This is an optimization exercise on Yosys and OpenROAD, whose aim is small area, not a production implementation. RTL that was checked went through simulation tests only; none was proved equivalent to the original. For runs 1 and 3, only the layout was checked, not whether the RTL still works. Power and IR drop assume default switching activity.

==> flow/design.v <==
module nfc_bridge (
    input  wire clk,
    input  wire rst,
    input  wire i2c_scl,
    input  wire i2c_sda_in,
    output reg  i2c_sda_oe,
    output reg  spi_cs_n,
    output reg  spi_sck,
    output wire spi_mosi,
    input  wire spi_miso,
    input  wire fe_busy,
    output reg  fe_rst_n
);
    reg scl_s, scl_d, sda_s, sda_d;
    always @(posedge clk) begin
        if (rst) begin
            scl_s <= 1'b1; scl_d <= 1'b1; sda_s <= 1'b1; sda_d <= 1'b1;
        end else begin
            scl_s <= i2c_scl; scl_d <= scl_s; sda_s <= i2c_sda_in; sda_d <= sda_s;
        end
    end
    wire start_c  = scl_s & scl_d & sda_d & ~sda_s;
    wire stop_c   = scl_s & scl_d & ~sda_d & sda_s;
    wire scl_rise = scl_s & ~scl_d;
    wire scl_fall = ~scl_s & scl_d;
    localparam I_IDLE = 2'd0, I_ADDR = 2'd1, I_WR = 2'd2, I_RD = 2'd3;
    reg [1:0] ist;
    reg [3:0] cnt;       
    reg       rw;
    reg       cmd_ready;
    reg       accept;
    reg [1:0] wcnt;      
    reg [7:0] opc;
    reg [7:0] blk;
    localparam R_NONE = 3'd0, R_NOTAG = 3'd1, R_COMM = 3'd2, R_RESET = 3'd3,
               R_GETST = 3'd4, R_VER = 3'd5, R_BLOCK = 3'd6, R_UID = 3'd7;
    reg [2:0] resp_type;
    reg [2:0] sv_type;
    reg [3:0] ridx;
    reg        ls;       
    reg        tp;       
    reg [63:0] U;        
    reg [31:0] D;        
    wire [3:0] ncnt = (cnt == 4'd8) ? 4'd0 : cnt + 4'd1;
    wire [2:0] rb   = ~ncnt[2:0];            
    wire [3:0] km1  = ridx - 4'd1;
    wire d_out = (sv_type == R_VER   && ridx != 4'd0 && ridx <= 4'd2) ||
                 (sv_type == R_BLOCK && ridx != 4'd0 && ridx <= 4'd4);
    wire [5:0] urot;
    wire [5:0] upos = {km1[2:0], rb} + urot;
    reg rbit;
    always @(*) begin
        rbit = 1'b1;
        case (sv_type)
            R_NOTAG: if (ridx == 4'd0) rbit = (rb == 3'd0);
            R_COMM:  if (ridx == 4'd0) rbit = (rb == 3'd1);
            R_RESET: if (ridx == 4'd0) rbit = ls & (rb[2:1] == 2'd0);
            R_GETST: if (ridx == 4'd0) rbit = ls & (rb[2:1] == 2'd0);
                     else if (ridx == 4'd1) rbit = tp & (rb == 3'd0);
            R_VER:   if (ridx == 4'd0) rbit = 1'b0;
                     else if (ridx <= 4'd2) rbit = D[15];
            R_BLOCK: if (ridx == 4'd0) rbit = 1'b0;
                     else if (ridx <= 4'd4) rbit = D[31];
            R_UID:   if (ridx == 4'd0) rbit = 1'b0;
                     else if (ridx <= 4'd8) rbit = U[upos];
            default: rbit = 1'b1;
        endcase
    end
    localparam M_ILOW = 4'd0, M_ISET = 4'd1, M_IWAIT = 4'd2, M_PROBE = 4'd3,
               M_CFG = 4'd4, M_RFON = 4'd5, M_IDLE = 4'd6, M_VER = 4'd7,
               M_SEND = 4'd8, M_POLL = 4'd9, M_LEN = 4'd10, M_RDATA = 4'd11;
    localparam X_IDLE = 2'd0, X_WAIT = 2'd1, X_SHIFT = 2'd2, X_GAP = 2'd3;
    reg [3:0] ms;
    reg       boot;
    reg [1:0] xs;
    reg       inb;       
    reg [2:0] bc;
    reg [4:0] idx;
    reg [5:0] P;         
    reg [5:0] Q;         
    reg       Fa, Fb;    
    reg       busy_s;
    wire tick   = (P == 6'd63);
    wire scan   = ~opc[5];                   
    wire n_ok   = scan ? (Q >= 6'd10) : (Q >= 6'd5);
    reg [3:0] out_last;
    reg [4:0] in_last;
    reg       has_in;
    always @(*) begin
        has_in = 1'b0;
        in_last = 5'd0;
        case (ms)
            M_PROBE, M_VER: begin out_last = 4'd2; has_in = 1'b1; in_last = 5'd1; end
            M_CFG:          out_last = 4'd2;
            M_SEND:         out_last = scan ? 4'd4 : 4'd12;
            M_POLL, M_LEN:  begin out_last = 4'd1; has_in = 1'b1; in_last = 5'd3; end
            M_RDATA:        begin out_last = 4'd1; has_in = 1'b1; in_last = Q[4:0] - 5'd1; end
            default:        out_last = 4'd1;
        endcase
    end
    wire last_byte = inb ? (idx == in_last) : (idx[3:0] == out_last);
    reg [7:0] ob;
    wire [2:0] uj = idx[2:0] ^ 3'b100;       
    always @(*) begin
        ob = 8'h00;
        case (ms)
            M_PROBE, M_VER: case (idx[1:0])
                2'd0:    ob = 8'h07;
                2'd1:    ob = (ms == M_VER) ? {5'b00010, opc[1:0] - 2'd1, 1'b0} : 8'h10;
                default: ob = 8'h02;
            endcase
            M_CFG: case (idx[1:0])
                2'd0:    ob = 8'h11;
                2'd1:    ob = 8'h0D;
                default: ob = 8'h8D;
            endcase
            M_RFON:  ob = (idx[0] == 1'b0) ? 8'h16 : 8'h00;
            M_SEND: begin
                if (idx == 5'd0)      ob = 8'h09;
                else if (idx == 5'd1) ob = 8'h00;
                else if (scan) case (idx[1:0])
                    2'd2:    ob = 8'h26;
                    2'd3:    ob = 8'h01;
                    default: ob = 8'h00;
                endcase
                else if (idx == 5'd2)  ob = 8'h22;
                else if (idx == 5'd3)  ob = 8'h20;
                else ob = 8'h00;
            end
            M_POLL:  ob = (idx[0] == 1'b0) ? 8'h04 : 8'h02;
            M_LEN:   ob = (idx[0] == 1'b0) ? 8'h04 : 8'h13;
            default: ob = (idx[0] == 1'b0) ? 8'h0A : 8'h00;
        endcase
    end
    wire blk_part = (ms == M_SEND) && !scan && (idx == 5'd12);
    wire uid_part = (ms == M_SEND) && !scan && (xs == X_SHIFT) && (idx >= 5'd4) && (idx <= 5'd11);
    assign urot = uid_part ? {uj, bc} : 6'd0;
    assign spi_mosi = inb | (uid_part ? U[63] : blk_part ? blk[7] : ob[~bc]);
    wire samp = (xs == X_SHIFT) && !spi_sck && inb;
    wire rx_ok = samp && (ms == M_RDATA) && (idx != 5'd0) && !Fa && n_ok;
    wire u_shift = (uid_part && spi_sck) || (rx_ok && scan && idx <= 5'd8);
    wire d_shift = (samp && ms == M_VER) || (rx_ok && !scan && idx <= 5'd4) ||
                   (ist == I_RD && !start_c && !stop_c && scl_fall && cnt != 4'd7 && d_out);
    wire proceed = !busy_s || (idx == 5'd17);
    always @(posedge clk) busy_s <= fe_busy;
    always @(posedge clk) begin
        if (rst) begin
            ist        <= I_IDLE;
            i2c_sda_oe <= 1'b0;
            cmd_ready  <= 1'b0;
            accept     <= 1'b0;
            resp_type  <= R_NONE;
            ls         <= 1'b1;
            tp         <= 1'b0;
            ms         <= M_ILOW;
            boot       <= 1'b1;
            xs         <= X_IDLE;
            spi_cs_n   <= 1'b1;
            spi_sck    <= 1'b0;
            fe_rst_n   <= 1'b1;
            P          <= 6'd0;
            Q          <= 6'd0;
        end else begin
            P <= P + 6'd1;
            if (start_c || stop_c) begin
                if (ist == I_WR && accept) begin
                    cmd_ready <= 1'b1;
                    accept    <= 1'b0;
                end
                i2c_sda_oe <= 1'b0;
                cnt        <= 4'hF;
                ist        <= start_c ? I_ADDR : I_IDLE;
            end else if (ist != I_IDLE) begin
                if (scl_rise) begin
                    case (ist)
                        I_ADDR: begin
                            if (cnt == 4'd7)
                                rw <= sda_s;
                            else if (cnt < 4'd7 && sda_s == cnt[0])
                                ist <= I_IDLE;            
                        end
                        I_WR: begin
                            if (cnt < 4'd8 && accept) begin
                                if (wcnt == 2'd0) opc <= {opc[6:0], sda_s};
                                if (wcnt == 2'd1) blk <= {blk[6:0], sda_s};
                            end
                        end
                        default: begin                
                            if (cnt == 4'd8) begin
                                if (sda_s)
                                    ist <= I_IDLE;        
                                else if (ridx != 4'd15)
                                    ridx <= ridx + 4'd1;
                            end
                        end
                    endcase
                end else if (scl_fall) begin
                    cnt <= ncnt;
                    case (ist)
                        I_ADDR: begin
                            if (cnt == 4'd7) begin
                                i2c_sda_oe <= 1'b1;
                                if (rw) begin
                                    sv_type   <= resp_type;
                                    resp_type <= R_NONE;
                                    ridx      <= 4'd0;
                                end else begin
                                    accept <= ~cmd_ready;
                                    if (!cmd_ready) wcnt <= 2'd0;
                                end
                            end else if (cnt == 4'd8) begin
                                ist        <= rw ? I_RD : I_WR;
                                i2c_sda_oe <= rw & ~rbit;
                            end
                        end
                        I_WR: begin
                            if (cnt == 4'd7) begin
                                i2c_sda_oe <= 1'b1;
                                if (accept && wcnt != 2'd2) wcnt <= wcnt + 2'd1;
                            end else begin
                                i2c_sda_oe <= 1'b0;
                            end
                        end
                        default: begin                
                            i2c_sda_oe <= (cnt == 4'd7) ? 1'b0 : ~rbit;
                        end
                    endcase
                end
            end
            if (ms == M_POLL && tick && Q != 6'd33)
                Q <= Q + 6'd1;
            case (xs)
                X_WAIT: begin
                    if (tick) idx <= idx + 5'd1;
                    if (proceed && ms != M_IWAIT) begin
                        spi_cs_n <= 1'b0;
                        xs       <= X_SHIFT;
                        idx      <= 5'd0;
                        bc       <= 3'd0;
                        if (inb && ms == M_VER)
                            resp_type <= R_VER;
                    end
                end
                X_SHIFT: begin
                    spi_sck <= ~spi_sck;
                    if (spi_sck) begin
                        if (blk_part) blk <= {blk[6:0], 1'b0};
                        bc <= bc + 3'd1;
                        if (bc == 3'd7) begin
                            idx <= idx + 5'd1;
                            if (last_byte) xs <= X_GAP;
                        end
                    end
                end
                X_GAP: begin
                    spi_cs_n <= 1'b1;
                    bc       <= bc + 3'd1;
                    if (bc == 3'd4 && !inb && has_in) begin
                        inb <= 1'b1;
                        xs  <= X_WAIT;
                        idx <= 5'd0;
                    end
                end
                default: ;
            endcase
            if (samp) begin
                case (ms)
                    M_PROBE: begin
                        Fa <= Fa & spi_miso;
                        Fb <= Fb & ~spi_miso;
                    end
                    M_POLL: if (idx == 5'd0 && bc == 3'd7) Fa <= spi_miso;
                    M_LEN: begin
                        if (idx == 5'd0) begin
                            Q  <= {Q[4:0], spi_miso};
                            Fb <= Fb | Q[5];
                        end else if (idx == 5'd1 && bc == 3'd7) begin
                            Fb <= Fb | spi_miso;
                        end
                    end
                    M_RDATA: begin
                        if (idx == 5'd0) begin
                            Fa <= Fa | spi_miso;
                            if (bc == 3'd7) begin
                                if (!(Fa | spi_miso) && n_ok) begin
                                    resp_type <= scan ? R_UID : R_BLOCK;
                                    if (scan) tp <= 1'b1;
                                end else begin
                                    resp_type <= scan ? R_NOTAG : R_COMM;
                                    if (scan) tp <= 1'b0;
                                end
                            end
                        end
                    end
                    default: ;
                endcase
            end
            if (u_shift) U <= {U[62:0], uid_part ? U[63] : spi_miso};
            if (d_shift) D <= {D[30:0], spi_miso};
            if ((xs == X_GAP && bc == 3'd4 && (inb || !has_in)) ||
                (xs == X_WAIT && ms == M_IWAIT && proceed)) begin
                xs  <= X_WAIT;           
                inb <= 1'b0;
                idx <= 5'd0;
                case (ms)
                    M_IWAIT: begin
                        ms <= M_PROBE;
                        Fa <= 1'b1;
                        Fb <= 1'b1;
                    end
                    M_PROBE: begin
                        if (Fa | Fb) begin
                            ls <= 1'b1;
                            xs <= X_IDLE;
                            ms <= M_IDLE;
                            boot <= 1'b0;
                            if (!boot) begin
                                resp_type <= R_RESET;
                                cmd_ready <= 1'b0;
                            end
                        end else begin
                            ms <= M_CFG;
                        end
                    end
                    M_CFG: ms <= M_RFON;
                    M_RFON: begin
                        ls <= 1'b0;
                        xs <= X_IDLE;
                        ms <= M_IDLE;
                        boot <= 1'b0;
                        if (!boot) begin
                            resp_type <= R_RESET;
                            cmd_ready <= 1'b0;
                        end
                    end
                    M_VER: begin
                        xs <= X_IDLE;
                        ms <= M_IDLE;
                        cmd_ready <= 1'b0;
                    end
                    M_SEND: begin
                        Q  <= 6'd0;
                        ms <= M_POLL;
                    end
                    M_POLL: begin
                        if (Fa) begin
                            Q  <= 6'd0;
                            Fb <= 1'b0;
                            ms <= M_LEN;
                        end else if (Q == 6'd33) begin
                            resp_type <= scan ? R_NOTAG : R_COMM;
                            if (scan) tp <= 1'b0;
                            cmd_ready <= 1'b0;
                            xs <= X_IDLE;
                            ms <= M_IDLE;
                        end
                    end
                    M_LEN: begin
                        if (Fb | Q[5]) begin
                            Q  <= 6'd32;
                            Fa <= 1'b0;
                            ms <= M_RDATA;
                        end else if (Q[4:0] != 5'd0) begin
                            Fa <= 1'b0;
                            ms <= M_RDATA;
                        end else begin
                            resp_type <= scan ? R_NOTAG : R_COMM;
                            if (scan) tp <= 1'b0;
                            cmd_ready <= 1'b0;
                            xs <= X_IDLE;
                            ms <= M_IDLE;
                        end
                    end
                    default: begin       
                        cmd_ready <= 1'b0;
                        xs <= X_IDLE;
                        ms <= M_IDLE;
                    end
                endcase
            end
            case (ms)
                M_ILOW: begin
                    fe_rst_n <= 1'b0;
                    if (tick) begin
                        Q <= Q + 6'd1;
                        if (Q == 6'd1) begin
                            fe_rst_n <= 1'b1;
                            ms       <= M_ISET;
                        end
                    end
                end
                M_ISET: begin
                    if (tick) begin
                        Q <= Q + 6'd1;
                        if (Q == 6'd6) begin
                            ms <= M_IWAIT;
                            xs <= X_WAIT;
                            idx <= 5'd0;
                        end
                    end
                end
                M_IDLE: begin
                    if (cmd_ready) begin
                        if (wcnt == 2'd0) begin
                            cmd_ready <= 1'b0;           
                        end else begin
                            xs  <= X_WAIT;
                            inb <= 1'b0;
                            idx <= 5'd0;
                            case (opc)
                                8'h00: begin
                                    resp_type <= R_GETST;
                                    cmd_ready <= 1'b0;
                                    xs        <= X_IDLE;
                                end
                                8'h01, 8'h02, 8'h03: ms <= M_VER;
                                8'h04: begin
                                    Q  <= 6'd0;
                                    xs <= X_IDLE;
                                    ms <= M_ILOW;
                                end
                                8'h10: ms <= M_SEND;
                                8'h11: begin
                                    resp_type <= tp ? R_UID : R_NOTAG;
                                    cmd_ready <= 1'b0;
                                    xs        <= X_IDLE;
                                end
                                8'h20: begin
                                    if (!tp) begin
                                        resp_type <= R_NOTAG;
                                        cmd_ready <= 1'b0;
                                        xs        <= X_IDLE;
                                    end else if (wcnt == 2'd1) begin
                                        resp_type <= R_COMM;
                                        cmd_ready <= 1'b0;
                                        xs        <= X_IDLE;
                                    end else begin
                                        ms <= M_SEND;
                                    end
                                end
                                default: begin
                                    resp_type <= R_NONE;
                                    cmd_ready <= 1'b0;
                                    xs        <= X_IDLE;
                                end
                            endcase
                        end
                    end
                end
                default: ;
            endcase
        end
    end
endmodule
==> flow/flow/run.sh <==
#!/bin/bash
# Layout flow: the standard flow, with an area-oriented ABC mapping
# script in synthesis and a clock tree without dummy loads.
set -euo pipefail
S=$PWD/orfs_scripts
rm -rf "$S"
cp -r "$FLOW_HOME/scripts" "$S"
cp flow/abc_area.script "$S/abc_speed.script"
bash standard.sh SCRIPTS_DIR="$S" synth > synth.log 2>&1
bash standard.sh "CTS_ARGS=-sink_clustering_enable -repair_clock_nets -buf_list sky130_fd_sc_hd__clkbuf_16 -sink_clustering_size 40 -sink_clustering_max_diameter 300 -dont_use_dummy_load" > layout.log 2>&1
==> flow/flow/abc_area.script <==
strash
&get -n
&fraig -x
&put
scorr
dc2
strash
balance -l
resub -K 6 -l
rewrite -l
resub -K 6 -N 2 -l
refactor -l
resub -K 8 -l
balance -l
resub -K 8 -N 2 -l
rewrite -l
resub -K 10 -l
rewrite -z -l
resub -K 10 -N 2 -l
balance -l
resub -K 12 -l
refactor -z -l
resub -K 12 -N 2 -l
rewrite -z -l
balance -l
balance -l
resub -K 6 -l
rewrite -l
resub -K 6 -N 2 -l
refactor -l
resub -K 8 -l
balance -l
resub -K 8 -N 2 -l
rewrite -l
resub -K 10 -l
rewrite -z -l
resub -K 10 -N 2 -l
balance -l
resub -K 12 -l
refactor -z -l
resub -K 12 -N 2 -l
rewrite -z -l
balance -l
&get -n
&dch -f
&nf -R 1000
&put
topo
dnsize -c
==> flow/standard.sh <==
#!/bin/bash
# synth_recipe.tcl (not shown) runs the flow's synth.tcl, then flattens the netlist and writes it again
# the make line also repeats each setting of config.mk as NAME=value (left out here)
make -C /OpenROAD-flow-scripts/flow DESIGN_CONFIG=/design/flow/config.mk WORK_HOME=/design/flow/orfs CLKGATE_MAP_FILE= SYNTH_SCRIPT=/design/flow/synth_recipe.tcl "${@:-finish}"
==> flow/config.mk <==
export PLATFORM = sky130hd
export DESIGN_NAME = nfc_bridge
export DESIGN_NICKNAME = nfc_bridge
export VERILOG_FILES = /design/flow/design.v
export SDC_FILE = /design/flow/constraint.sdc
export NUM_CORES = 4
export LEC_CHECK = 0
export CAP_MARGIN = 20
export CORE_MARGIN = 2
export CORE_UTILIZATION = 40
export CTS_BUF_LIST = sky130_fd_sc_hd__clkbuf_8
export PLACE_DENSITY = 0.6
export SLEW_MARGIN = 20
==> flow/constraint.sdc <==
create_clock -name core_clock -period 10.0 [get_ports {clk}]
set_input_delay 2.0000 -clock core_clock [delete_from_list [all_inputs] [get_ports {clk}]]
set_output_delay 2.0000 -clock core_clock [all_outputs]
set_load 0.01 [all_outputs]
==> results of run 1 <==
area by class of cell:
type | instances | area share (%)
flip-flops and latches | 174 | 49.5
multi-input cells | 574 | 39.5
clock buffers | 17 | 4.34
well taps | 280 | 3.57
repair buffers | 16 | 1.68
inverters | 36 | 1.38
cell usage after synthesis (2+ instances only):
cell type and instances:
a211oi_1 6, xnor2_1 14, and4_1 3, mux2i_1 8, a221oi_1 4, o21ai_0 45, mux2_1 10, nand3b_1 3
a22oi_1 4, nand2b_1 13, or4_1 2, clkinv_1 36, a32oi_1 2, or3_1 3, o221ai_1 2, dfxtp_1 37
or2_0 8, a2111oi_0 3, nor3b_1 4, o21bai_1 2, nor4b_1 2, o21a_1 4, and3_1 5, nor3_1 28
nor2_1 65, and2_0 13, ha_1 41, nor2b_1 15, nand4_1 7, nand2_1 72, o31ai_1 4, edfxtp_1 137
o211ai_1 6, a31oi_1 25, a21o_1 4, a21oi_1 62, mux4_2 16, o22ai_1 6, nor4_1 9, nand3_1 30
xor2_1 8, a41oi_1 2
metrics by stage:
stage	util, %	setup WS, ns	hold WS, ns	cell area (um2)	cells
global placement	42.9	4.58	0.402	9340	1079
detailed placement	43.0	4.42	0.405	9350	1079
CTS	44.9	4.01	0.419	9770	1096
global route	45.1	3.73	0.423	9800	1097
floorplan	-	4.84	0.400	8830	784
finish	45.1	3.99	0.416	9800	1097
sequential cells by signal, indices dropped and copies added (netlist names), 4 cells and up:
signal	flops
U	64
Q	6
cnt	4
P	6
blk	8
D	32
ms	4
idx	5
ridx	4
opc	8
report_power, final:
part	internal [uW]	switching, uW	leakage, uW	total [uW]
Clock	295	238	0.000209	532
Sequential	781	10.8	0.00155	792
Combinational	30.2	39.3	0.00155	69.4
Total	1110	288	0.00331	1390
metal layers:
metal / part of all wire [%] / wire (um) / global-route usage, %
met5: 0 / 0 / 0
met3: 4.6 / 892 / 4.01
met2: 46 / 8990 / 26.9
met1: 47 / 9070 / 22.8
met4: 2.1 / 399 / 6.08
critical path: stages (launching register included):
cell	delay (ns)
edfxtp_1	0.70
clkinv_1	0.36
ha_1	0.40
nand2b_1	0.15
nor3_1	0.10
nand2_1	0.15
nand2_1	0.08
nor2_1	0.20
a221oi_1	0.11
a21oi_1	0.17
a31oi_1	0.06
o221a_1	0.25
o21ai_0	0.28
clkdlybuf4s50_1	0.59
worst max-delay path by stage:
| stage | slack (ns) | from | end |
|---|---|---|---|
| global placement | 4.58 | idx[0] | spi_mosi |
| global route | 3.73 | idx[0] | spi_mosi |
| floorplan | 4.84 | rst | U[0] |
| finish | 3.99 | idx[0] | spi_mosi |
| detailed placement | 4.42 | idx[0] | spi_mosi |
| CTS | 4.01 | idx[0] | spi_mosi |
placed cells by master, fill, tap and decap left out, types with 10 or more instances in the layout:
cell	synthesis	layout
mux2_1	10	10
clkinv_1	36	36
nor2b_1	15	15
and2_0	13	13
nand2b_1	13	13
nand2_1	72	72
nor3_1	28	28
nor2_1	65	64
o21ai_0	45	45
clkdlybuf4s50_1	0	10
mux4_2	16	16
nand3_1	30	30
xnor2_1	14	14
a21oi_1	62	62
ha_1	41	40
dfxtp_1	37	37
edfxtp_1	137	137
a31oi_1	25	24
clkbuf_16	0	17
logic make-up (layout without fill, tap and decap cells):
logic type,after synthesis,in the layout,synth area share [%]
simple gates,283,283,15.6
mux,34,34,6.26
compound gates,193,193,13.4
fa+ha+maj,42,42,6.04
flops,174,174,55.0
xor+xnor,22,22,2.18
buf+inv,36,69,1.53
==> run summary, run 1 <==
* Status: no timing/DRC/antenna violations
* Core Region at 21800 um2
* Minimum clock period at 6.01 ns
* Setup Fix Bufs, Post-CTS at 0
* Die Area at 23300 um2
* Largest net degree at the start of global routing at 65
* RSZ-0062 raised after global routing: no
* Synth Flop Type: edfxtp_1
* Drt wl/cell at 17.6 um
* Pins over their slew limit at 0
* Iter 0 DRT Violations at 592
* Hold path depth at 0
* Setup Skew at 0.0341 ns
* Total Nets Final at 867
* Initial Utilization at 40.6%
* Maximum clock path buffer count at 2
* Flop-to-flop setup slack at 5.18 ns
* # DRC at 0
* Worst r2r src: idx[0]
* Post-synth top area share at 46.6%
* Power density cells at 142 nW/um2
* Fillers at 2048
* GRT overflow at 0
* Vias in the first global route at 6098
* EDFF count, synth at 137
* Multi-input gate area in the final layout at 3870 um2
* Drt pass-1 iters at 5
* Die Span X at 153 um
* Min-delay src: D[22]
* # setup viols final at 0
* Clock sinks at 174
* Htree depth at 4
* Post-synthesis net count at 832
* ANT cells at 0
* Leakage power at 0.00331 uW
* Total power at 1390 uW
* R2r endpoint: i2c_sda_oe
* Antenna Nets Post-Route at 0
* Worst skew pair latency at 0.45 ns
* Setup_tns at 0 ns
* Largest area contributor in the netlist: edfxtp_1
* Standard-cell row count at 54
* Die extent in y at 153 um
* Layout cell share with drive strength beyond 1 at 5.26%
* Reg2reg path depth at 17
* CP endpoint kind: primary output
* Max-Cap Viols at 0
* Clock slew at reported path FFs at 0.06 ns
* Worst EP arrival at 4.01 ns
* Vias per inst at 5.70
* Routed WL at 19.4 mm
* Tcrit/Tclk final at 60.1%
* Yosys cell types at 56
* Hold Buf Count CTS at 0
* CTS tree: done
* Mapped Area at 8830 um2
* Critical path startpoint category: flop
* TritonCTS buffer count at 17
* Fraction of registers with async set/reset at 0%
* Synthesized netlist cell count at 784
* Routed via count at 6253
* First-pass GRT wire length at 31.5 mm
* Slew headroom at 40.6%
* Synth area leaders: edfxtp_1 (47%), dfxtp_1 (8.4%), ha_1 (5.8%)
* Synth Warn # at 1
* Initial antenna violation count at 0
* DP Wirelength at 13.6 mm
* Fmax at 166 MHz
* IO Port Bufs at 10
* Area grow syn2layout at 11.0%
* Slew @ Worst Pin at 0.883 ns
* HP Class: reg2reg
* PostCTS Resize Cnt at 0
* Register Area at 4850 um2
* WHS Endpoint: D[23]
* Top Ports at 11
* Final RePlAce weighted congestion at 0.906
* Worst-path maximum fanout at 16
* Max VDD drop at 0.0795 mV
* Worst endpoint required time at 8.00 ns
* Clock root cell: clkbuf_16
* Critical Setup Path Class: reg2out
* Seq/Total Area, Yosys at 55.0%
* Fin. Hold Viols at 0
* Syn avg cell area at 11.3 um2
* Total GRT Usage at 16.9%
* FF+latch count, synth at 174
==> run 2: changes to the inputs <==
--- a/flow/design.v
+++ b/flow/design.v
@@ -36,5 +36,7 @@
                R_GETST = 3'd4, R_VER = 3'd5, R_BLOCK = 3'd6, R_UID = 3'd7;
     reg [2:0] resp_type;
-    reg [2:0] sv_type;
+    reg       taken;     
+    reg       sv_empty;  
+    wire [2:0] sv_type = sv_empty ? R_NONE : resp_type;
     reg [3:0] ridx;
     reg        ls;       
@@ -44,9 +46,8 @@
     wire [3:0] ncnt = (cnt == 4'd8) ? 4'd0 : cnt + 4'd1;
     wire [2:0] rb   = ~ncnt[2:0];            
-    wire [3:0] km1  = ridx - 4'd1;
     wire d_out = (sv_type == R_VER   && ridx != 4'd0 && ridx <= 4'd2) ||
                  (sv_type == R_BLOCK && ridx != 4'd0 && ridx <= 4'd4);
     wire [5:0] urot;
-    wire [5:0] upos = {km1[2:0], rb} + urot;
+    wire [5:0] upos = {ridx[2:0], rb} + urot;
     reg rbit;
     always @(*) begin
@@ -63,5 +64,5 @@
                      else if (ridx <= 4'd4) rbit = D[31];
             R_UID:   if (ridx == 4'd0) rbit = 1'b0;
-                     else if (ridx <= 4'd8) rbit = U[upos];
+                     else if (!(ridx[3] & ridx[0])) rbit = U[upos];
             default: rbit = 1'b1;
         endcase
@@ -95,9 +96,10 @@
             M_SEND:         out_last = scan ? 4'd4 : 4'd12;
             M_POLL, M_LEN:  begin out_last = 4'd1; has_in = 1'b1; in_last = 5'd3; end
-            M_RDATA:        begin out_last = 4'd1; has_in = 1'b1; in_last = Q[4:0] - 5'd1; end
+            M_RDATA:        begin out_last = 4'd1; has_in = 1'b1; end
             default:        out_last = 4'd1;
         endcase
     end
-    wire last_byte = inb ? (idx == in_last) : (idx[3:0] == out_last);
+    wire [4:0] idx_n = idx + 5'd1;
+    wire last_byte = inb ? ((ms == M_RDATA) ? (idx_n == Q[4:0]) : (idx == in_last)) : (idx[3:0] == out_last);
     reg [7:0] ob;
     wire [2:0] uj = idx[2:0] ^ 3'b100;       
@@ -136,11 +138,12 @@
     wire uid_part = (ms == M_SEND) && !scan && (xs == X_SHIFT) && (idx >= 5'd4) && (idx <= 5'd11);
     assign urot = uid_part ? {uj, bc} : 6'd0;
-    assign spi_mosi = inb | (uid_part ? U[63] : blk_part ? blk[7] : ob[~bc]);
+    assign spi_mosi = inb | (uid_part ? U[7] : blk_part ? blk[7] : ob[~bc]);
     wire samp = (xs == X_SHIFT) && !spi_sck && inb;
     wire rx_ok = samp && (ms == M_RDATA) && (idx != 5'd0) && !Fa && n_ok;
-    wire u_shift = (uid_part && spi_sck) || (rx_ok && scan && idx <= 5'd8);
+    wire u_rot9 = rx_ok && scan && idx == 5'd9;
+    wire u_shift = (uid_part && spi_sck) || (rx_ok && scan && idx <= 5'd9);
     wire d_shift = (samp && ms == M_VER) || (rx_ok && !scan && idx <= 5'd4) ||
                    (ist == I_RD && !start_c && !stop_c && scl_fall && cnt != 4'd7 && d_out);
-    wire proceed = !busy_s || (idx == 5'd17);
+    wire proceed = !busy_s || (idx[4] & idx[0]);
     always @(posedge clk) busy_s <= fe_busy;
     always @(posedge clk) begin
@@ -151,4 +154,5 @@
             accept     <= 1'b0;
             resp_type  <= R_NONE;
+            taken      <= 1'b1;
             ls         <= 1'b1;
             tp         <= 1'b0;
@@ -190,5 +194,5 @@
                                 if (sda_s)
                                     ist <= I_IDLE;        
-                                else if (ridx != 4'd15)
+                                else if (!(ridx[3] & ridx[0]))
                                     ridx <= ridx + 4'd1;
                             end
@@ -202,6 +206,6 @@
                                 i2c_sda_oe <= 1'b1;
                                 if (rw) begin
-                                    sv_type   <= resp_type;
-                                    resp_type <= R_NONE;
+                                    sv_empty  <= taken || resp_type == R_NONE;
+                                    taken     <= 1'b1;
                                     ridx      <= 4'd0;
                                 end else begin
@@ -228,5 +232,5 @@
                 end
             end
-            if (ms == M_POLL && tick && Q != 6'd33)
+            if (ms == M_POLL && tick && !(Q[5] & Q[0]))
                 Q <= Q + 6'd1;
             case (xs)
@@ -238,6 +242,7 @@
                         idx      <= 5'd0;
                         bc       <= 3'd0;
-                        if (inb && ms == M_VER)
-                            resp_type <= R_VER;
+                        if (inb && ms == M_VER) begin
+                            resp_type <= R_VER; taken <= 1'b0;
+                        end
                     end
                 end
@@ -248,5 +253,5 @@
                         bc <= bc + 3'd1;
                         if (bc == 3'd7) begin
-                            idx <= idx + 5'd1;
+                            idx <= idx_n;
                             if (last_byte) xs <= X_GAP;
                         end
@@ -284,8 +289,8 @@
                             if (bc == 3'd7) begin
                                 if (!(Fa | spi_miso) && n_ok) begin
-                                    resp_type <= scan ? R_UID : R_BLOCK;
+                                    resp_type <= scan ? R_UID : R_BLOCK; taken <= 1'b0;
                                     if (scan) tp <= 1'b1;
                                 end else begin
-                                    resp_type <= scan ? R_NOTAG : R_COMM;
+                                    resp_type <= scan ? R_NOTAG : R_COMM; taken <= 1'b0;
                                     if (scan) tp <= 1'b0;
                                 end
@@ -296,5 +301,5 @@
                 endcase
             end
-            if (u_shift) U <= {U[62:0], uid_part ? U[63] : spi_miso};
+            if (u_shift) U <= {U[62:0], (uid_part || u_rot9) ? U[63] : spi_miso};
             if (d_shift) D <= {D[30:0], spi_miso};
             if ((xs == X_GAP && bc == 3'd4 && (inb || !has_in)) ||
@@ -316,5 +321,5 @@
                             boot <= 1'b0;
                             if (!boot) begin
-                                resp_type <= R_RESET;
+                                resp_type <= R_RESET; taken <= 1'b0;
                                 cmd_ready <= 1'b0;
                             end
@@ -330,5 +335,5 @@
                         boot <= 1'b0;
                         if (!boot) begin
-                            resp_type <= R_RESET;
+                            resp_type <= R_RESET; taken <= 1'b0;
                             cmd_ready <= 1'b0;
                         end
@@ -348,6 +353,6 @@
                             Fb <= 1'b0;
                             ms <= M_LEN;
-                        end else if (Q == 6'd33) begin
-                            resp_type <= scan ? R_NOTAG : R_COMM;
+                        end else if (Q[5] & Q[0]) begin
+                            resp_type <= scan ? R_NOTAG : R_COMM; taken <= 1'b0;
                             if (scan) tp <= 1'b0;
                             cmd_ready <= 1'b0;
@@ -365,5 +370,5 @@
                             ms <= M_RDATA;
                         end else begin
-                            resp_type <= scan ? R_NOTAG : R_COMM;
+                            resp_type <= scan ? R_NOTAG : R_COMM; taken <= 1'b0;
                             if (scan) tp <= 1'b0;
                             cmd_ready <= 1'b0;
@@ -384,5 +389,5 @@
                     if (tick) begin
                         Q <= Q + 6'd1;
-                        if (Q == 6'd1) begin
+                        if (Q[0]) begin
                             fe_rst_n <= 1'b1;
                             ms       <= M_ISET;
@@ -393,5 +398,5 @@
                     if (tick) begin
                         Q <= Q + 6'd1;
-                        if (Q == 6'd6) begin
+                        if (Q[2] & Q[1]) begin
                             ms <= M_IWAIT;
                             xs <= X_WAIT;
@@ -410,5 +415,5 @@
                             case (opc)
                                 8'h00: begin
-                                    resp_type <= R_GETST;
+                                    resp_type <= R_GETST; taken <= 1'b0;
                                     cmd_ready <= 1'b0;
                                     xs        <= X_IDLE;
@@ -422,5 +427,5 @@
                                 8'h10: ms <= M_SEND;
                                 8'h11: begin
-                                    resp_type <= tp ? R_UID : R_NOTAG;
+                                    resp_type <= tp ? R_UID : R_NOTAG; taken <= 1'b0;
                                     cmd_ready <= 1'b0;
                                     xs        <= X_IDLE;
@@ -428,9 +433,9 @@
                                 8'h20: begin
                                     if (!tp) begin
-                                        resp_type <= R_NOTAG;
+                                        resp_type <= R_NOTAG; taken <= 1'b0;
                                         cmd_ready <= 1'b0;
                                         xs        <= X_IDLE;
                                     end else if (wcnt == 2'd1) begin
-                                        resp_type <= R_COMM;
+                                        resp_type <= R_COMM; taken <= 1'b0;
                                         cmd_ready <= 1'b0;
                                         xs        <= X_IDLE;
@@ -440,5 +445,5 @@
                                 end
                                 default: begin
-                                    resp_type <= R_NONE;
+                                    resp_type <= R_NONE; taken <= 1'b0;
                                     cmd_ready <= 1'b0;
                                     xs        <= X_IDLE;
==> flow/flow/run.sh (replaced) <==
#!/bin/bash
# Layout flow: the standard flow, with an area-oriented ABC mapping
# script in synthesis and a clock tree without dummy loads.
set -euo pipefail
S=$PWD/orfs_scripts
rm -rf "$S"
cp -r "$FLOW_HOME/scripts" "$S"
cp flow/abc_area.script "$S/abc_speed.script"
bash standard.sh SCRIPTS_DIR="$S" synth > synth.log 2>&1
bash standard.sh "CTS_ARGS=-sink_clustering_enable -repair_clock_nets -buf_list sky130_fd_sc_hd__clkbuf_8 -dont_use_dummy_load" > layout.log 2>&1
==> run 2 against run 1 <==
Still clean. Global-route usage increased by 0.56 points. Worst setup slack got worse by 0.052 ns. Area after synthesis rose by 0.20%. Sequential power is 1% lower. Critical endpoint unchanged. Combinational power is 18% lower. Via count is 1.1% higher. Die area rose by 0.19%. Critical path depth decreased by 3. Largest cell class unchanged. Worst hold slack lost 0.017 ns. Routed wire length up 1.6%. Highest routed layer unchanged. Design area down 2.2%. Synthesized cell count is 1.0% higher.
==> run summary, run 2 <==
* Largest registers: U: 64 flops, D: 32 flops
* Die Span X at 153 um (about the same)
* GRT overflow at 0 (unchanged)
* # DRC at 0 (unchanged)
* Commonest non-fill, non-tap cell in the layout: edfxtp_1
* # setup viols final at 0 (unchanged)
* Most used cell along the critical path: a21oi_1
* Critical path startpoint category: flop
* Synth top cells by count: edfxtp_1 (135), nor2_1 (84), nand2_1 (71), a21oi_1 (45), ha_1 (42)
* Synthesized netlist cell count at 792 (+1.0%)
* Slowest library cell on the worst path: nor3_1
* ANT cells at 0 (unchanged)
* First-pass GRT wire length at 32.5 mm (+3.1%)
* IO Port Bufs at 10 (unchanged)
* EDFF count, synth at 135 (-1.5%)
* Largest net degree at the start of global routing at 65 (unchanged)
* RSZ-0062 raised after global routing: no
* FF+latch count, synth at 173 (-0.57%)
* Post-synth top area share at 45.8% (-0.77 points)
* Most numerous cell in the Yosys netlist: edfxtp_1
* Fin. Hold Viols at 0 (unchanged)
* Slew @ Worst Pin at 1.01 ns (+0.131 ns)
* Routed WL at 19.7 mm (+1.6%)
* Total GRT Usage at 17.5% (+0.56 points)
* Total Nets Final at 875 (+0.92%)
* Power density cells at 126 nW/um2 (-11%)
* Hold WS at 0.398 ns (-0.0175 ns)
* Worst-path maximum fanout at 11 (-5)
* Maximum clock path buffer count at 2 (unchanged)
* Core Region at 21800 um2 (unchanged)
* Standard-cell row count at 54 (unchanged)
* Slew headroom at 32.2% (-8.4 points)
* Setup Fix Bufs, Post-CTS at 0 (unchanged)
* Area grow syn2layout at 8.34%
* Synth Warn # at 1 (unchanged)
* Top Ports at 11 (unchanged)
* Drt pass-1 iters at 5 (unchanged)
* Post-synthesis net count at 841 (+1.1%)
* Clock slew at reported path FFs at 0.09 ns (+0.03 ns)
* Number of flip-flops under the largest register name at 64 (unchanged)
* Htree depth at 4 (unchanged)
* Critical Setup Path Class: reg2out
* Pins over their slew limit at 0 (unchanged)
* Synth area leaders: edfxtp_1 (46%), dfxtp_1 (8.6%), ha_1 (5.9%)
* Most frequent cells in the layout: edfxtp_1 (135), nor2_1 (82), nand2_1 (71)
* Setup Skew at 0.0421 ns (+0.00800 ns)
* Critical Path Max Stage Delay at 0.81 ns (+0.11 ns)
* Max-Cap Viols at 0 (unchanged)
* Largest area contributor in the netlist: edfxtp_1
* Worst endpoint required time at 8.00 ns (about the same)
* Synth Flop Type: edfxtp_1
* TritonCTS buffer count at 17 (unchanged)
* Initial antenna violation count at 0 (unchanged)
* Worst-path cell chain: nor3_1 -> o21ai_0 -> and3_1 -> a21oi_1 -> a21oi_1 -> nor4_1 -> nor2_1 -> o311ai_0 -> o211ai_1 -> clkdlybuf4s50_1
* DP Wirelength at 14.0 mm (+3.1%)
* Worst skew pair latency at 0.48 ns (+0.03 ns)
* Clock sinks at 173 (-0.57%)
* Fmax at 165 MHz (-0.85%)
* Fillers at 2057 (+0.44%)
* Leakage power at 0.00320 uW (-3.3%)
* Seq/Total Area, Yosys at 54.4% (-0.56 points)
* Syn avg cell area at 11.2 um2 (-0.81%)
* Vias in the first global route at 6053 (-0.74%)
* Clock root cell: clkbuf_8
* PostCTS Resize Cnt at 0 (unchanged)
* Hold Buf Count CTS at 0 (unchanged)
* Max VDD drop at 0.0706 mV (-11%)
* HP Class: reg2reg
* Initial Utilization at 40.7% (+0.081 points)
* Yosys cell types at 59 (+5.4%)
* Drt wl/cell at 17.8 um (+0.95%)
* Die Area at 23300 um2 (+0.19%)
* Minimum clock period at 6.07 ns (+0.0518 ns)
* Vias per inst at 5.73 (+0.49%)
* Mapped Area at 8850 um2 (+0.20%)
* Final RePlAce weighted congestion at 0.916 (+1.1%)
* Routed via count at 6324 (+1.1%)
* Die extent in y at 153 um (about the same)
* Worst EP arrival at 4.07 ns (+0.06 ns)
* Setup_tns at 0 ns (unchanged)
* Fraction of registers with async set/reset at 0% (unchanged)
* Status: no timing/DRC/antenna violations
* CP endpoint kind: primary output
* Tcrit/Tclk final at 60.7% (+0.52 points)
* Layout cell share with drive strength beyond 1 at 4.98% (-0.29 points)
* Antenna Nets Post-Route at 0 (unchanged)
* CTS tree: done
* Largest Register: U
* Iter 0 DRT Violations at 598 (+1.0%)
==> run 2: changes by cell type in the layout (fill, tap and decap cells not counted), moves of 3 or more <==
cell and delta:
clkbuf_8 +17, nor3_1 +3, a21oi_1 -17, a22oi_1 +4
nand3b_1 +3, xnor2_1 -4, mux2i_1 -3, o21ai_0 -11
clkbuf_16 -17, a31oi_1 -4, nor2_1 +18
==> run 2: per-stage QoR <==
step           setup WS, ns  cell area [um2]  power, uW  cells  util [%]
6_report               3.93             9590       1210   1104      44.1
5_1_grt                3.68             9590       1260   1104      44.1
4_1_cts                4.01             9580       1220   1104      44.0
3_5_place_dp           4.53             9350        855   1087      43.0
3_3_place_gp           4.54             9350        854   1087      43.0
2_1_floorplan          4.78             8850        834    792         -
==> run 2: routing by layer <==
metal / wire [um] / GRT usage [%] / vias up
li1: - / - / 3065
met1: 9500 / 24.6 / 3056
met2: 8920 / 26.9 / 171
met3: 845 / 3.44 / 32
met4: 402 / 6.61 / 0
met5: 0 / 0 / -
==> run 2: critical path, delay by kind of cell (launching register included) <==
family	cells	cell delay, ns
buf+inv	1	0.52
flops	1	0.55
simple gates	4	1.44
compound gates	5	1.09
==> run 2: cell type report <==
class	count	area [um2]	share of cell area, %
flip-flops and latches	173	4810	50.2
multi-input cells	582	3910	40.8
well taps	280	350	3.65
clock buffers	17	234	2.44
inverters	37	139	1.45
repair buffers	15	138	1.44
==> run 2: where the power goes <==
| part | switching [uW] | total (uW) | internal, uW | leakage (uW) |
|---|---|---|---|---|
| Combinational | 32.4 | 56.7 | 24.4 | 0.00154 |
| Clock | 221 | 371 | 150 | 0.000122 |
| Sequential | 8.85 | 782 | 773 | 0.00154 |
==> run 2: cells by family after synthesis <==
group | after synthesis | share of synthesized area (%)
xor gates and xnor gates | 18 | 1.78
buffers and inverters | 37 | 1.57
muxes | 32 | 6.04
AOI/OAI and AO/OA | 172 | 12.5
adders and majority gates | 43 | 6.17
and+or+nand+nor | 317 | 17.5
DFF | 173 | 54.4
==> run 2: worst paths after layout <==
check             startpoint  cells after the start  slack [ns]    endpoint
setup / recovery      idx[3]                     10        3.93    spi_mosi
hold / removal         D[19]                      0        0.40       D[20]
setup reg to reg       ms[2]                     16        4.82  i2c_sda_oe
hold reg to reg        D[19]                      0        0.40       D[20]
==> run 3: changes to the inputs <==
--- a/flow/design.v
+++ b/flow/design.v
@@ -14,9 +14,5 @@
     reg scl_s, scl_d, sda_s, sda_d;
     always @(posedge clk) begin
-        if (rst) begin
-            scl_s <= 1'b1; scl_d <= 1'b1; sda_s <= 1'b1; sda_d <= 1'b1;
-        end else begin
-            scl_s <= i2c_scl; scl_d <= scl_s; sda_s <= i2c_sda_in; sda_d <= sda_s;
-        end
+        scl_s <= i2c_scl; scl_d <= scl_s; sda_s <= i2c_sda_in; sda_d <= sda_s;
     end
     wire start_c  = scl_s & scl_d & sda_d & ~sda_s;
@@ -146,5 +142,8 @@
                    (ist == I_RD && !start_c && !stop_c && scl_fall && cnt != 4'd7 && d_out);
     wire proceed = !busy_s || (idx[4] & idx[0]);
-    always @(posedge clk) busy_s <= fe_busy;
+    always @(posedge clk) begin
+        busy_s <= fe_busy;
+        P      <= P + 6'd1;
+    end
     always @(posedge clk) begin
         if (rst) begin
@@ -152,5 +151,4 @@
             i2c_sda_oe <= 1'b0;
             cmd_ready  <= 1'b0;
-            accept     <= 1'b0;
             resp_type  <= R_NONE;
             taken      <= 1'b1;
@@ -163,8 +161,6 @@
             spi_sck    <= 1'b0;
             fe_rst_n   <= 1'b1;
-            P          <= 6'd0;
             Q          <= 6'd0;
         end else begin
-            P <= P + 6'd1;
             if (start_c || stop_c) begin
                 if (ist == I_WR && accept) begin
--- a/flow/flow/run.sh
+++ b/flow/flow/run.sh
@@ -8,3 +8,3 @@
 cp flow/abc_area.script "$S/abc_speed.script"
 bash standard.sh SCRIPTS_DIR="$S" synth > synth.log 2>&1
-bash standard.sh "CTS_ARGS=-sink_clustering_enable -repair_clock_nets -buf_list sky130_fd_sc_hd__clkbuf_8 -dont_use_dummy_load" > layout.log 2>&1
+bash standard.sh "BUFFER_PORTS_ARGS=-buffer_cell sky130_fd_sc_hd__buf_1" "CTS_ARGS=-sink_clustering_enable -repair_clock_nets -buf_list sky130_fd_sc_hd__clkbuf_8 -dont_use_dummy_load" > layout.log 2>&1
==> run 3 against run 2 <==
Core utilization is 0.42 points lower. Highest routed layer unchanged. Critical path type unchanged. Design area is 1.3% lower. Critical path depth is 3 higher. Still clean on timing, DRC and antenna. Count of clock-buffer cells in the layout stayed put. Register-to-register slack better by 0.27 ns. Sequential power is 0.8% higher. Cell count is 0.36% lower. Total power is 1.2% higher. Clock skew is 0.0010 ns higher.
==> run summary, run 3 <==
* FF+latch count, synth at 173 (unchanged)
* Reg2reg path depth at 18 (+2)
* Initial antenna violation count at 0 (unchanged)
* Die Span X at 152 um (-0.31%)
* Total Nets Final at 871 (-0.46%)
* Number of flip-flops under the largest register name at 64 (unchanged)
* Flop-to-flop setup slack at 5.09 ns (+0.27 ns)
* Htree depth at 4 (unchanged)
* Seq/Total Area, Yosys at 54.9% (+0.46 points)
* HP Class: reg2reg
* GRT overflow at 0 (unchanged)
* Top Ports at 11 (unchanged)
* Tcrit/Tclk final at 55.0% (-5.6 points)
* Core Region at 21700 um2 (-0.31%)
* Clock sinks at 173 (unchanged)
* Synth Flop Type: edfxtp_1
* Worst endpoint required time at 8.00 ns (about the same)
* Most frequent cells in the layout: edfxtp_1 (136), nor2_1 (90), nand2_1 (72)
* Commonest non-fill, non-tap cell in the layout: edfxtp_1
* Clock root cell: clkbuf_8
* Antenna Nets Post-Route at 0 (unchanged)
* Largest registers: U: 64 flops, D: 32 flops
* Synth area leaders: edfxtp_1 (46%), dfxtp_1 (8.4%), ha_1 (6.0%)
* Vias per inst at 5.66 (-1.3%)
* Layout cell share with drive strength beyond 1 at 4.88% (-0.098 points)
* Max VDD drop at 0.0692 mV (-1.9%)
* Setup_tns at 0 ns (unchanged)
* Fmax at 182 MHz (+10%)
* Critical Setup Path Class: reg2out
* Largest Register: U
* IO Port Bufs at 10 (unchanged)
* Pins over their slew limit at 0 (unchanged)
* WP buf/inv at 2 (+1)
* Worst r2r src: ms[3]
* Post-synthesis net count at 838 (-0.36%)
* Fraction of registers with async set/reset at 0% (unchanged)
* Worst-path maximum fanout at 14 (+3)
* Hold Buf Count CTS at 0 (unchanged)
* Iter 0 DRT Violations at 616 (+3.0%)
* Vias in the first global route at 6023 (-0.50%)
* PostCTS Resize Cnt at 0 (unchanged)
* CP endpoint kind: primary output
* Die Area at 23200 um2 (-0.62%)
* Worst EP arrival at 3.50 ns (-0.57 ns)
* Power density cells at 129 nW/um2 (+2.5%)
* Routed WL at 19.7 mm (+0.41%)
* Slew @ Worst Pin at 1.00 ns (-0.0107 ns)
* Fin. Hold Viols at 0 (unchanged)
* TritonCTS buffer count at 17 (unchanged)
* Standard-cell row count at 54 (unchanged)
* Largest net degree at the start of global routing at 65 (unchanged)
* Synth top cells by count: edfxtp_1 (136), nor2_1 (91), nand2_1 (72), a21oi_1 (52), o21ai_0 (48)
* WHS Endpoint: P[0]
* EDFF count, synth at 136 (+0.74%)
* Area after DPL at 9230 um2 (-1.3%)
* Clock slew at reported path FFs at 0.07 ns (-0.02 ns)
* CTS tree: done
* Critical path startpoint category: flop
* Post-synth top area share at 46.5% (+0.64 points)
* Most numerous cell in the Yosys netlist: edfxtp_1
* Fillers at 2046 (-0.53%)
* Mapped Area at 8790 um2 (-0.64%)
* RSZ-0062 raised after global routing: no
* First-pass GRT wire length at 32.3 mm (-0.45%)
* Layout Cell Area excl Fill at 9460 um2 (-1.3%)
* Max-Cap Viols at 0 (unchanged)
* Status: no timing/DRC/antenna violations
* Worst-path cell chain: clkinv_1 -> ha_1 -> o21ai_0 -> o211ai_1 -> a21oi_1 -> a21oi_1 -> o21ai_0 -> nand2_1 -> nand2_1 -> o21ai_0 -> a22o_1 -> nand2_1 -> buf_1
* Yosys cell types at 54 (-8.5%)
* Syn avg cell area at 11.1 um2 (-0.26%)
* Maximum clock path buffer count at 2 (unchanged)
* Final RePlAce weighted congestion at 0.962 (+5.0%)
* Worst skew pair latency at 0.47 ns (about the same)
* Synthesized netlist cell count at 789 (-0.38%)
* Leakage power at 0.00312 uW (-2.6%)
* Die extent in y at 152 um (-0.31%)
* Drt pass-1 iters at 7 (+2)
* CP delay by family, top: compound AO/OA/AOI/OAI gates
* # DRC at 0 (unchanged)
* Largest area contributor in the netlist: edfxtp_1
* R2r endpoint: i2c_sda_oe
* Synth Warn # at 1 (unchanged)
* Slew headroom at 33.0% (+0.79 points)
* Minimum clock period at 5.50 ns (-0.564 ns)
* Area grow syn2layout at 7.66%
* Drt wl/cell at 17.9 um (+0.78%)
* ANT cells at 0 (unchanged)
* Routed via count at 6221 (-1.6%)
* DP Wirelength at 13.9 mm (-0.89%)
* Critical Path Max Stage Delay at 0.71 ns (-0.10 ns)
* Initial Utilization at 40.5% (-0.13 points)
* Min-delay src: P[0]
* # setup viols final at 0 (unchanged)
* Slowest library cell on the worst path: edfxtp_1
* Hold path depth at 1 (+1)
* Setup Skew at 0.0431 ns (+0.00101 ns)
* Total GRT Usage at 17.4% (-0.13 points)
* Setup Fix Bufs, Post-CTS at 0 (unchanged)
## run 3: layout make-up
cell class | count | area, um2 | share of cell area (%)
Multi-Input combinational cell | 578 | 3840 | 40.6
Clock buffer | 17 | 234 | 2.47
Tap cell | 280 | 350 | 3.70
Inverter | 38 | 143 | 1.51
Timing Repair Buffer | 14 | 67.6 | 0.714
Sequential cell | 173 | 4820 | 51.0
## run 3: how the worst max path moves through the flow
stage,from,end,slack [ns],cells past startpoint
after global routing,idx[0],spi_mosi,4.21,13
after global placement,idx[0],spi_mosi,5.16,13
after detailed placement,idx[0],spi_mosi,5.05,13
after CTS,idx[0],spi_mosi,4.54,13
after floorplan,rst,U[0],4.84,1
final,idx[0],spi_mosi,4.50,13
## run 3: logic make-up after synthesis
group                    synth area share [%]
XOR/XNOR                                 2.49
flip-flops                               54.9
adder cells (fa/ha/maj)                  6.21
multiplexers                             6.55
AO/OA/AOI/OAI                            12.1
AND/OR/NAND/NOR                          16.1
buffers and inverters                    1.62
## run 3: per-stage QoR
stage	hold slack, ns	cells	setup WS (ns)	utilization, %	power (uW)
after global placement	0.378	1083	5.16	42.5	862
after detailed placement	0.382	1083	5.05	42.5	862
after global routing	0.415	1100	4.21	43.6	1270
final	0.393	1100	4.50	43.6	1220
after floorplan	0.363	789	4.84	-	842
after CTS	0.401	1100	4.54	43.6	1240
## run 3: where the power goes
group,switching [uW],internal (uW),total [uW]
Combinational,34.9,24.3,59.2
Clock,227,151,377
Sequential,13.5,774,788
## run 3: layer usage
metal	wire, um	vias to the layer above	track usage [%]
met5	0	-	0
met4	442	0	5.83
met3	913	37	3.61
met2	8730	169	26.1
met1	9650	2994	25.1
li1	-	3021	-
==> run 4: changes to the inputs <==
--- a/flow/design.v
+++ b/flow/design.v
@@ -42,6 +42,7 @@
     wire [3:0] ncnt = (cnt == 4'd8) ? 4'd0 : cnt + 4'd1;
     wire [2:0] rb   = ~ncnt[2:0];            
-    wire d_out = (sv_type == R_VER   && ridx != 4'd0 && ridx <= 4'd2) ||
-                 (sv_type == R_BLOCK && ridx != 4'd0 && ridx <= 4'd4);
+    wire d_out = taken &&
+                 ((sv_type == R_VER   && ridx != 4'd0 && ridx <= 4'd2) ||
+                  (sv_type == R_BLOCK && ridx != 4'd0 && ridx <= 4'd4));
     wire [5:0] urot;
     wire [5:0] upos = {ridx[2:0], rb} + urot;
==> run 4 against run 3 <==
Worst hold slack better by 0.0072 ns. First-iteration DRC count is 17% lower. Still clean. Critical endpoint unchanged. Cell count is 0.73% lower. Clock power hardly changed. Largest cell class unchanged. Sequential power hardly changed.
==> run summary, run 4 <==
* CTS tree: done
* Vias in the first global route at 6011 (-0.20%)
* Die Area at 23200 um2 (about the same)
* Clock root cell: clkbuf_8
* Largest Register: U
* Setup_tns at 0 ns (unchanged)
* Maximum clock path buffer count at 2 (unchanged)
* Leakage power at 0.00319 uW (+2.2%)
* Commonest non-fill, non-tap cell in the layout: edfxtp_1
* Critical path startpoint category: flop
* Standard-cell row count at 54 (unchanged)
* Hold Buf Count CTS at 0 (unchanged)
* Routed via count at 6254 (+0.53%)
* Seq/Total Area, Yosys at 54.9% (about the same)
* Synth top cells by count: edfxtp_1 (136), nor2_1 (76), nand2_1 (75), a21oi_1 (60), ha_1 (42)
* CP delay by family, top: compound AO/OA/AOI/OAI gates
* Total GRT Usage at 17.6% (+0.25 points)
* PostCTS Resize Cnt at 0 (unchanged)
* Max VDD drop at 0.0626 mV (-9.6%)
* Fin cells at 1092 (-0.73%)
* Top Ports at 11 (unchanged)
* Most numerous cell in the Yosys netlist: edfxtp_1
* Status: no timing/DRC/antenna violations
* Post-synthesis net count at 830 (-0.95%)
* Yosys cell types at 54 (unchanged)
* FF+latch count, synth at 173 (unchanged)
* Die Span X at 152 um (about the same)
* Most frequent cells in the layout: edfxtp_1 (136), nor2_1 (76), nand2_1 (75)
* Setup Skew at 0.0461 ns (+0.00298 ns)
* Slew @ Worst Pin at 1.06 ns (+0.0558 ns)
* Tcrit/Tclk final at 54.3% (-0.67 points)
* RSZ-0062 raised after global routing: no
* Synth Warn # at 1 (unchanged)
* Area grow syn2layout at 7.71% (about the same)
* Worst endpoint required time at 8.00 ns (about the same)
* Clock sinks at 173 (unchanged)
* # setup viols final at 0 (unchanged)
* Final RePlAce weighted congestion at 0.937 (-2.6%)
* WP depth at 12 (-1)
* WP buf/inv at 1 (-1)
* Fillers at 2006 (-2.0%)
* Drt wl/cell at 18.4 um (+2.3%)
* CP endpoint kind: primary output
* Htree depth at 4 (unchanged)
* Largest area contributor in the netlist: edfxtp_1
* Placed Cells at 1075 (-0.74%)
* Number of flip-flops under the largest register name at 64 (unchanged)
* Synthesized netlist cell count at 781 (-1.0%)
* Critical Setup Path Class: reg2out
* Worst-path maximum fanout at 14 (unchanged)
* DP Wirelength at 14.1 mm (+1.5%)
* EDFF count, synth at 136 (unchanged)
* Worst skew pair latency at 0.47 ns (about the same)
* # DRC at 0 (unchanged)
* M1 WL at 10.1 mm (+5.0%)
* TritonCTS buffer count at 17 (unchanged)
* Setup Fix Bufs, Post-CTS at 0 (unchanged)
* Initial antenna violation count at 0 (unchanged)
* Slowest library cell on the worst path: dfxtp_1
* HP Class: reg2reg
* Clock slew at reported path FFs at 0.09 ns (+0.02 ns)
* IO Port Bufs at 10 (unchanged)
* GRT overflow at 0 (unchanged)
* First-pass GRT wire length at 32.6 mm (+0.87%)
* Layout cell share with drive strength beyond 1 at 4.80% (-0.075 points)
* Critical Path Max Stage Delay at 0.59 ns (-0.12 ns)
* Worst EP arrival at 3.43 ns (-0.07 ns)
* Met3 routed WL at 1.01 mm (+10%)
* Power density cells at 129 nW/um2 (-0.15%)
* ANT cells at 0 (unchanged)
* Most used cell along the critical path: a21oi_1
* Die extent in y at 152 um (about the same)
* Pins over their slew limit at 0 (unchanged)
* Worst-path cell chain: nand2b_1 -> a21oi_1 -> o21ai_0 -> nand2_1 -> xnor2_1 -> a21oi_1 -> nor4_1 -> a21oi_1 -> o32ai_1 -> a22o_1 -> nand2_1 -> buf_1
* Fin. Hold Viols at 0 (unchanged)
* Total Nets Final at 863 (-0.92%)
* Fmax at 184 MHz (+1.2%)
* Total power at 1220 uW (about the same)
* Top Layer Used: met4
* Mapped Area at 8790 um2 (about the same)
* Iter 0 DRT Violations at 514 (-17%)
* Syn avg cell area at 11.3 um2 (+1.1%)
* Largest registers: U: 64 flops, D: 32 flops
* Initial Utilization at 40.6% (about the same)
* Max-Cap Viols at 0 (unchanged)
* Reg2reg path depth at 17 (-1)
* Post-synth top area share at 46.4% (about the same)
* Core Region at 21700 um2 (unchanged)
* Synth area leaders: edfxtp_1 (46%), dfxtp_1 (8.4%), ha_1 (6.0%)
* Slew headroom at 28.9% (-4.0 points)
* Vias per inst at 5.73 (+1.3%)
* Antenna Nets Post-Route at 0 (unchanged)
* Met2 Wirelength at 8.63 mm (-1.2%)
* Fraction of registers with async set/reset at 0% (unchanged)
* Largest net degree at the start of global routing at 65 (unchanged)
* Minimum clock period at 5.43 ns (-0.0675 ns)
* Drt pass-1 iters at 5 (-2)
* Routed WL at 20.0 mm (+1.5%)
* Hold path depth at 1 (unchanged)
* Final core occ at 43.7% (about the same)
* Synth Flop Type: edfxtp_1
==> run 4: cell count changes in the layout (fill, tap and decap cells not counted), sizes merged, moves of 4 or more <==
cell / change
a21oi: +8
clkinv: -5
nand2b: +4
nand3: -5
nor2: -15
o21ai: -7
==> run 4: cells by family after synthesis <==
family / share of synthesized area (%)
adders and majority gates: 6.20
buffers and inverters: 1.41
DFF: 54.9
and+or+nand+nor: 16.6
AOI/OAI and AO/OA: 12.2
xor gates and xnor gates: 2.39
muxes: 6.32
==> run 4: final timing paths <==
| kind | endpoint | slack [ns] | from |
|---|---|---|---|
| max | spi_mosi | 4.57 | ms[2] |
| min | P[0] | 0.40 | P[0] |
| max reg2reg | i2c_sda_oe | 4.80 | ms[2] |
| min reg2reg | P[0] | 0.40 | P[0] |
==> run 4: layer usage <==
| layer | vias up | GRT usage (%) |
|---|---|---|
| met1 | 3012 | 26.6 |
| met3 | 20 | 3.44 |
| met4 | 0 | 4.90 |
| met2 | 209 | 25.9 |
| li1 | 3013 | - |
| met5 | - | 0 |
==> run 4: power by group <==
group	switching (uW)	internal, uW
clock network	225	151
logic	35.2	24.7
registers	13.4	775
==> run 4: cell type report <==
class                   count  area [um2]  area share, %
inverters                  33         124           1.31
repair buffers             14        67.6          0.713
multi-input cells         575        3870           40.9
clock buffers              17         234           2.47
flip-flops and latches    173        4820           50.9
well taps                 280         350           3.70
==> run 4: metrics by stage <==
step | area [um2] | hold slack [ns] | worst slack (ns)
4_1_cts | 9470 | 0.401 | 4.63
3_5_place_dp | 9240 | 0.380 | 4.83
6_report | 9470 | 0.400 | 4.57
3_3_place_gp | 9240 | 0.378 | 4.99
5_1_grt | 9470 | 0.416 | 4.34
2_1_floorplan | 8790 | 0.363 | 4.13
==> run 5: changes to the inputs <==
==> flow/flow/run.sh (replaced) <==
#!/bin/bash
# Layout flow: the standard flow, with an area-oriented ABC mapping
# script in synthesis and a clock tree without dummy loads.
set -euo pipefail
S=$PWD/orfs_scripts
rm -rf "$S"
cp -r "$FLOW_HOME/scripts" "$S"
cp flow/abc_area.script "$S/abc_speed.script"
bash standard.sh SCRIPTS_DIR="$S" synth > synth.log 2>&1
bash standard.sh "BUFFER_PORTS_ARGS=-buffer_cell sky130_fd_sc_hd__buf_1" "CTS_ARGS=-sink_clustering_enable -repair_clock_nets -buf_list {sky130_fd_sc_hd__clkbuf_4 sky130_fd_sc_hd__clkbuf_8} -dont_use_dummy_load" > layout.log 2>&1
==> run 5 against run 4 <==
Still clean. Sequential cell count unchanged. Global-route usage unchanged. Count of clock-buffer cells in the layout unchanged. Synthesized cell count unchanged. Sequential share of layout area unchanged. Critical path depth unchanged. Highest routed layer unchanged.
==> run summary, run 5 <==
* Status: no timing/DRC/antenna violations
* Worst endpoint required time at 8.00 ns (about the same)
* PostCTS Resize Cnt at 0 (unchanged)
* Slew headroom at 28.9% (unchanged)
* Worst-path cell chain: nand2b_1 -> a21oi_1 -> o21ai_0 -> nand2_1 -> xnor2_1 -> a21oi_1 -> nor4_1 -> a21oi_1 -> o32ai_1 -> a22o_1 -> nand2_1 -> buf_1
* Layout cell share with drive strength beyond 1 at 4.80% (unchanged)
* Worst-path maximum fanout at 14 (unchanged)
* Post-synthesis net count at 830 (unchanged)
* Hold Buf Count CTS at 0 (unchanged)
* Final RePlAce weighted congestion at 0.937 (unchanged)
* Vias per inst at 5.73 (unchanged)
* Pins over their slew limit at 0 (unchanged)
* Core Region at 21700 um2 (unchanged)
* CTS tree: done
* Critical Path Max Stage Delay at 0.59 ns (about the same)
* Syn avg cell area at 11.3 um2 (unchanged)
* Slowest library cell on the worst path: dfxtp_1
* Reg2reg path depth at 17 (unchanged)
* Max-Cap Viols at 0 (unchanged)
* Iter 0 DRT Violations at 514 (unchanged)
* Largest registers: U: 64 flops, D: 32 flops
* Setup Fix Bufs, Post-CTS at 0 (unchanged)
* DP Wirelength at 14.1 mm (unchanged)
* Most numerous cell in the Yosys netlist: edfxtp_1
* Synth Warn # at 1 (unchanged)
* Setup_tns at 0 ns (unchanged)
* Critical Setup Path Class: reg2out
* Fin. Hold Viols at 0 (unchanged)
* Setup Skew at 0.0461 ns (unchanged)
* Total power at 1220 uW (unchanged)
* WHS Endpoint: P[0]
* Seq/Total Area, Yosys at 54.9% (unchanged)
* Post-synth top area share at 46.4% (unchanged)
* Routed via count at 6254 (unchanged)
* Synthesized netlist cell count at 781 (unchanged)
* Drt pass-1 iters at 5 (unchanged)
* Clock sinks at 173 (unchanged)
* Largest Register: U
* RSZ-0062 raised after global routing: no
* Die Area at 23200 um2 (unchanged)
* Tcrit/Tclk final at 54.3% (unchanged)
* Leakage power at 0.00319 uW (unchanged)
* Minimum clock period at 5.43 ns (unchanged)
* Antenna Nets Post-Route at 0 (unchanged)
* Worst r2r src: ms[2]
* Area grow syn2layout at 7.71% (unchanged)
* Pre-CTS WS at 4.83 ns (unchanged)
* # setup viols final at 0 (unchanged)
* Worst skew pair latency at 0.47 ns (about the same)
* CP endpoint kind: primary output
* Commonest non-fill, non-tap cell in the layout: edfxtp_1
* Hold path depth at 1 (unchanged)
* Synth top cells by count: edfxtp_1 (136), nor2_1 (76), nand2_1 (75), a21oi_1 (60), ha_1 (42)
* Routed WL at 20.0 mm (unchanged)
* Fmax at 184 MHz (unchanged)
* Synth area leaders: edfxtp_1 (46%), dfxtp_1 (8.4%), ha_1 (6.0%)
* Top Ports at 11 (unchanged)
* Initial Utilization at 40.6% (unchanged)
* Total Nets Final at 863 (unchanged)
* First-pass GRT wire length at 32.6 mm (unchanged)
* TritonCTS buffer count at 17 (unchanged)
* Drt wl/cell at 18.4 um (unchanged)
* Die extent in y at 152 um (unchanged)
* IO Port Bufs at 10 (unchanged)
* Most used cell along the critical path: a21oi_1
* Fillers at 2006 (unchanged)
* Max VDD drop at 0.0626 mV (unchanged)
* Clock slew at reported path FFs at 0.09 ns (about the same)
* Total GRT Usage at 17.6% (unchanged)
* HP Class: reg2reg
* Slew @ Worst Pin at 1.06 ns (unchanged)
* Clock root cell: clkbuf_8
* FF+latch count, synth at 173 (unchanged)
* Most frequent cells in the layout: edfxtp_1 (136), nor2_1 (76), nand2_1 (75)
* Yosys cell types at 54 (unchanged)
* ANT cells at 0 (unchanged)
* Maximum clock path buffer count at 2 (unchanged)
* Final core occ at 43.7% (unchanged)
* Mapped Area at 8790 um2 (unchanged)
* Largest area contributor in the netlist: edfxtp_1
* Critical path startpoint category: flop
* Htree depth at 4 (unchanged)
* Setup ws final at 4.57 ns (unchanged)
* Fraction of registers with async set/reset at 0% (unchanged)
* Number of flip-flops under the largest register name at 64 (unchanged)
* Power density cells at 129 nW/um2 (unchanged)
* Die Span X at 152 um (unchanged)
* Vias in the first global route at 6011 (unchanged)
* Synth Flop Type: edfxtp_1
* R2r endpoint: i2c_sda_oe
* Min-delay src: P[0]
* Flop-to-flop setup slack at 4.80 ns (about the same)
* Worst EP arrival at 3.43 ns (about the same)
* Initial antenna violation count at 0 (unchanged)
* # DRC at 0 (unchanged)
* EDFF count, synth at 136 (unchanged)
* Standard-cell row count at 54 (unchanged)
* Largest net degree at the start of global routing at 65 (unchanged)
* GRT overflow at 0 (unchanged)
[run 5: layout make-up]
class                   instances  area [um2]  area share [%]
flip-flops and latches        173        4820            50.9
multi-input cells             575        3870            40.9
repair buffers                 14        67.6           0.713
clock buffers                  17         234            2.47
inverters                      33         124            1.31
well taps                     280         350            3.70
[run 5: stage by stage]
| stage | cell area (um2) | cells | hold slack (ns) |
|---|---|---|---|
| detailed placement | 9240 | 1075 | 0.380 |
| floorplan | 8790 | 781 | 0.363 |
| global placement | 9240 | 1075 | 0.378 |
| global route | 9470 | 1092 | 0.416 |
| finish | 9470 | 1092 | 0.400 |
| CTS | 9470 | 1092 | 0.401 |
[run 5: worst max-delay path by stage]
stage                     startpoint          to  cells after the start
after floorplan               idx[0]        U[0]                      8
after global placement         ms[2]  i2c_sda_oe                     17
after detailed placement       ms[3]  i2c_sda_oe                     17
after CTS                      ms[2]    spi_mosi                     12
after global routing           ms[2]    spi_mosi                     12
final                          ms[2]    spi_mosi                     12
[run 5: kinds of logic after synthesis]
kind of cell | count (synthesis) | synth area share (%)
mux | 34 | 6.32
simple gates | 299 | 16.6
xor+xnor | 24 | 2.39
compound gates | 175 | 12.2
buf+inv | 33 | 1.41
fa+ha+maj | 43 | 6.20
flops | 173 | 54.9
[run 5: worst max-delay path: cells and delay by family (launching register included)]
kind	cells	cell delay, ns
AO/OA/AOI/OAI	6	1.12
buffers and inverters	1	0.16
XOR/XNOR	1	0.24
flip-flops	1	0.59
AND/OR/NAND/NOR	4	0.88
[run 5: metal layers]
| layer | share of wire (%) | vias to the layer above | track usage (%) | routed length [um] |
|---|---|---|---|---|
| li1 | - | 3013 | - | - |
| met2 | 43 | 209 | 25.9 | 8630 |
| met1 | 51 | 3012 | 26.6 | 10100 |
| met4 | 1.4 | 0 | 4.90 | 271 |
| met3 | 5.0 | 20 | 3.44 | 1010 |
| met5 | 0 | - | 0 | 0 |
[run 5: report_power, final]
| part | switching (uW) | internal [uW] |
|---|---|---|
| Clock | 225 | 151 |
| Sequential | 13.4 | 775 |
| Combinational | 35.2 | 24.7 |
| Total | 274 | 950 |

==> port drivers added, routing unchanged <==
In the flow no input, the clock included, has a driving cell. The finished layouts below were timed again as built, in two steps.
Step 1 (the two cells are an assumption about what drives the block):
set clk [get_ports {clk}]
set_driving_cell -lib_cell sky130_fd_sc_hd__clkbuf_16 $clk
set_driving_cell -lib_cell sky130_fd_sc_hd__buf_2 [delete_from_list [all_inputs] $clk]
Step 2 moves the port delays by t, midway between the first and last clock arrival at a register: inputs arrive t later, outputs are due t later. That takes back most of the time a late clock gives input paths.
a / b / c = ideal ports / drivers / drivers and shift; a / b = the first two.
run	shift t [ns]	setup slack, ns	latest minus earliest clock arrival (ns)	worst data-port slew with drivers (ns)
run 1	0.471	3.986 / 3.943 / 4.414	0.034 / 0.034	0.03
run 2	0.495	3.934 / 3.894 / 4.389	0.052 / 0.052	0.04
run 3	0.492	4.498 / 4.456 / 4.948	0.050 / 0.049	0.03
run 4	0.489	4.566 / 4.524 / 4.796	0.046 / 0.047	0.03
run 5	0.489	4.566 / 4.524 / 4.796	0.046 / 0.047	0.03
After both steps setup and hold are still met in every run listed.
